Background: an optimization exercise with open tools, aiming at small area, a short achievable clock period and few clock cycles. Do not read the settings as production practice. Function was checked by simulation only, so behaviour that the tests miss may differ from the original.

before:
// smc_digest
module smc_digest (
    input  wire         clk,
    input  wire         rst,         
    input  wire         in_valid,
    output wire         in_ready,
    input  wire [31:0]  in_data,     
    input  wire         in_last,     
    input  wire [2:0]   in_nbytes,   
    output reg          out_valid,   
    output wire [127:0] out_digest   
);
    localparam [31:0] IV0 = 32'h01234567;
    localparam [31:0] IV1 = 32'h89ABCDEF;
    localparam [31:0] IV2 = 32'hFEDCBA98;
    localparam [31:0] IV3 = 32'h76543210;
    reg [511:0] ring;            
    reg [31:0]  a, b, c, d;      
    reg [31:0]  p0, p1, p2, p3;  
    reg [31:0]  q;               
    reg [6:0]   kp;              
    reg [15:0]  rsel;            
    reg [3:0]   ph;              
    reg [4:0]   nw;              
    reg         ld_first, ld_final;   
    reg         ex_first, ex_final;   
    reg         dummy;           
    reg         msg_done;        
    reg         mark_pending;    
    reg         late;            
    reg [9:0]   nwords;          
    reg [1:0]   lastnb;          
    reg         step;            
    reg         ffwd;            
    reg [3:0]   fsel;            
    reg [4:0]   s;               
    reg         load_iv;         
    reg         at16, at65;      
    wire [3:0] j       = nw[3:0];
    wire       ld_slot = !nw[4] && (ph == j);
    assign in_ready    = ld_slot && !msg_done;
    wire       take    = in_ready && in_valid;
    wire       pad_ld  = ld_slot && msg_done;
    reg [31:0] last_word;
    always @(*) begin
        case (in_nbytes)
            3'd0:    last_word = 32'h00000080;
            3'd1:    last_word = {16'h0000, 8'h80, in_data[7:0]};
            3'd2:    last_word = {8'h00, 8'h80, in_data[15:0]};
            3'd3:    last_word = {8'h80, in_data[23:0]};
  ...
Size: about 0.038 mm^2 of cells after synthesis.
Settings: LEC_CHECK=0, ABC_AREA=1, CAP_MARGIN=20, CORE_MARGIN=2, CORE_UTILIZATION=40, CTS_BUF_LIST=sky130_fd_sc_hd__clkbuf_8, CTS_CLUSTER_DIAMETER=50, CTS_CLUSTER_SIZE=14, SLEW_MARGIN=20, SYNTH_HIERARCHICAL=1, TNS_END_PERCENT=0; clock period 12.0 ns.
standard.sh (not shown) runs the stock make flow with config.mk's settings and CLKGATE_MAP_FILE= SYNTH_SCRIPT=/design/flow/synth_recipe.tcl, a recipe that flattens the netlist after the stock synthesis.
==> flow/flow/run.sh <==
#!/bin/bash
# The standard layout with three changes: synthesis leaves adders to ABC
# (no half/full-adder cell extraction), the ports get the smallest buffer, and
# ORFS's timing repair aims 7.5 ns below the clock period.
set -euo pipefail
bash standard.sh ADDER_MAP_FILE= SETUP_SLACK_MARGIN=7.5 "BUFFER_PORTS_ARGS=-buffer_cell sky130_fd_sc_hd__buf_1" finish > run_standard.log 2>&1
before: no failed stages, no open violations at the end
Testbench counts of before, summed over its fixed seeds: cycles 86,588.
Modified inputs, after compared to before
--- a/flow/design.v
+++ b/flow/design.v
@@ -47,22 +47,24 @@
             3'd1:    last_word = {16'h0000, 8'h80, in_data[7:0]};
             3'd2:    last_word = {8'h00, 8'h80, in_data[15:0]};
             3'd3:    last_word = {8'h80, in_data[23:0]};
             default: last_word = in_data;
         endcase
     end
     wire [31:0] pad_word = mark_pending ? 32'h00000080 :
                            (j == 4'd14 && !late) ? {17'd0, nwords, lastnb, 3'd0} : 32'd0;
     wire [31:0] in_word  = in_last ? last_word : in_data;
     wire [31:0] lane15   = take ? in_word : (pad_ld ? pad_word : ring[31:0]);
-    reg  [31:0] f1, f0;
-    wire [31:0] f = (b & f1) | (~b & f0);
+    wire [31:0] f = ({32{fsel[0]}} & ((b & c) | (~b & d)))
+                  | ({32{fsel[1]}} & ((b & d) | (c & ~d)))
+                  | ({32{fsel[2]}} & (b ^ c ^ d))
+                  | ({32{fsel[3]}} & (c ^ (b | ~d)));
     wire [31:0] t;
     smc_add32 u_add_t (.x(q), .y(f), .s(t));
     wire [63:0] t2  = {t, t} << s;
     wire [31:0] rot = t2[63:32];
     wire [31:0] nb;
     smc_add32 u_add_nb (.x(step ? b : 32'd0), .y(rot), .s(nb));
     wire [3:0] ni = kp[3:0];
     reg        pf;               
     wire [6:0] kp1 = (kp == 7'd67) ? 7'd0 : kp + 7'd1;
     wire [6:0] kpn = pf ? kp1 : kp;
@@ -111,42 +113,35 @@
     integer li;
     always @(*) begin
         wr = 32'd0;
         for (li = 0; li < 16; li = li + 1)
             wr = wr | ({32{rsel[li]}} & ring[li*32 +: 32]);
     end
     wire [31:0] wsel = !pf ? 32'd0 :
                        kp[6] ? (ex_first ? ivw : p1) : wr;
     wire [31:0] ksel = (pf && !kp[6]) ? {rk[31:8], rk[7:0] + {4'd0, ni}} : 32'd0;
     wire [31:0] an   = load_iv ? IV0 : d;
-    wire [31:0] cn   = load_iv ? IV2 : b;    
-    wire [31:0] dn   = load_iv ? IV3 : c;
-    wire [3:0]  fsel_n = rst ? 4'b0000 : (pf && !kp[6]) ? (4'b0001 << kp[5:4]) : 4'b0000;
     wire [31:0] cs_s = an ^ wsel ^ ksel;
     wire [31:0] cs_c = (an & wsel) | (an & ksel) | (wsel & ksel);
     wire [31:0] qn;
     smc_add32bk u_add_q (.x(cs_s), .y({cs_c[30:0], 1'b0}), .s(qn));
     assign out_digest = {p1, p2, p3, p0};
     always @(posedge clk) begin
         ring <= {lane15, ring[511:32]};
         p0 <= p1;
         p1 <= p2;
         p2 <= p3;
         p3 <= ffwd ? nb : p0;
         a <= load_iv ? IV0 : d;
         b <= load_iv ? IV1 : nb;
-        c <= cn;
-        d <= dn;
-        f1 <= ({32{fsel_n[0]}} & cn) | ({32{fsel_n[1]}} & (cn | dn))
-            | ({32{fsel_n[2]}} & ~(cn ^ dn)) | ({32{fsel_n[3]}} & ~cn);
-        f0 <= ({32{fsel_n[0]}} & dn) | ({32{fsel_n[1]}} & (cn & ~dn))
-            | ({32{fsel_n[2]}} & (cn ^ dn)) | ({32{fsel_n[3]}} & ~(cn ^ dn));
+        c <= load_iv ? IV2 : b;
+        d <= load_iv ? IV3 : c;
         q <= qn;
         rsel <= 16'd1 << lane_of(kpn);
     end
     always @(posedge clk) begin
         if (rst) begin
             out_valid    <= 1'b0;
             kp           <= 7'd67;
             pf           <= 1'b1;
             step         <= 1'b0;
             ffwd         <= 1'b1;
Findings:
after went all the way through the flow, and no timing, DRC or antenna check failed. Relative to before, share of the clock period used by the worst path has increased by 2.3 points in after. Of after and before, the run reporting the lower area of the placeable core was after. Diff after..before | final setup skew | negligible. NOTE: global-route track usage on met3 in after exceeds that of before. Changes observed in after relative to before: length of routed met2 wiring now sits lower; placed cell area now sits lower; post-route non-filler standard cell count now sits higher. after vs. before: cell area after technology mapping now smaller; post-route met1 wirelength now larger; instance count of the mapped netlist now larger; cell count after placement now larger; multi-input combinational area share now larger. Max growth of design area from synthesis to finish across after and before: after. The area of all placed cells without fillers on before is in line with that on after.
Testbench counts of after, summed over its fixed seeds: cycles 86,588.

## port drivers added, routing unchanged
In the flow no input, the clock included, has a driving cell. The finished layouts below were timed again as built, in two steps.
Step 1 assumes that a clkbuf_16 drives the clock port and a buf_2 every other input.
Step 2 also shifts input and output timing later by t, the mid clock arrival at the registers, as if the neighbouring blocks saw the same clock.
Three values: no drivers, after step 1, after step 2; two values: the first two.
| run | t (ns) | setup slack, ns | cell pins on the clock port's net |
|---|---|---|---|
| before | 0.770 | 7.680 / 7.623 / 6.992 | 1 |
| after | 0.814 | 7.404 / 7.404 / 7.404 | 1 |
After both steps setup and hold are still met in every run listed. The setup slack of before, which loses most, moves by -0.057 ns with the drivers and by -0.688 ns with both steps.
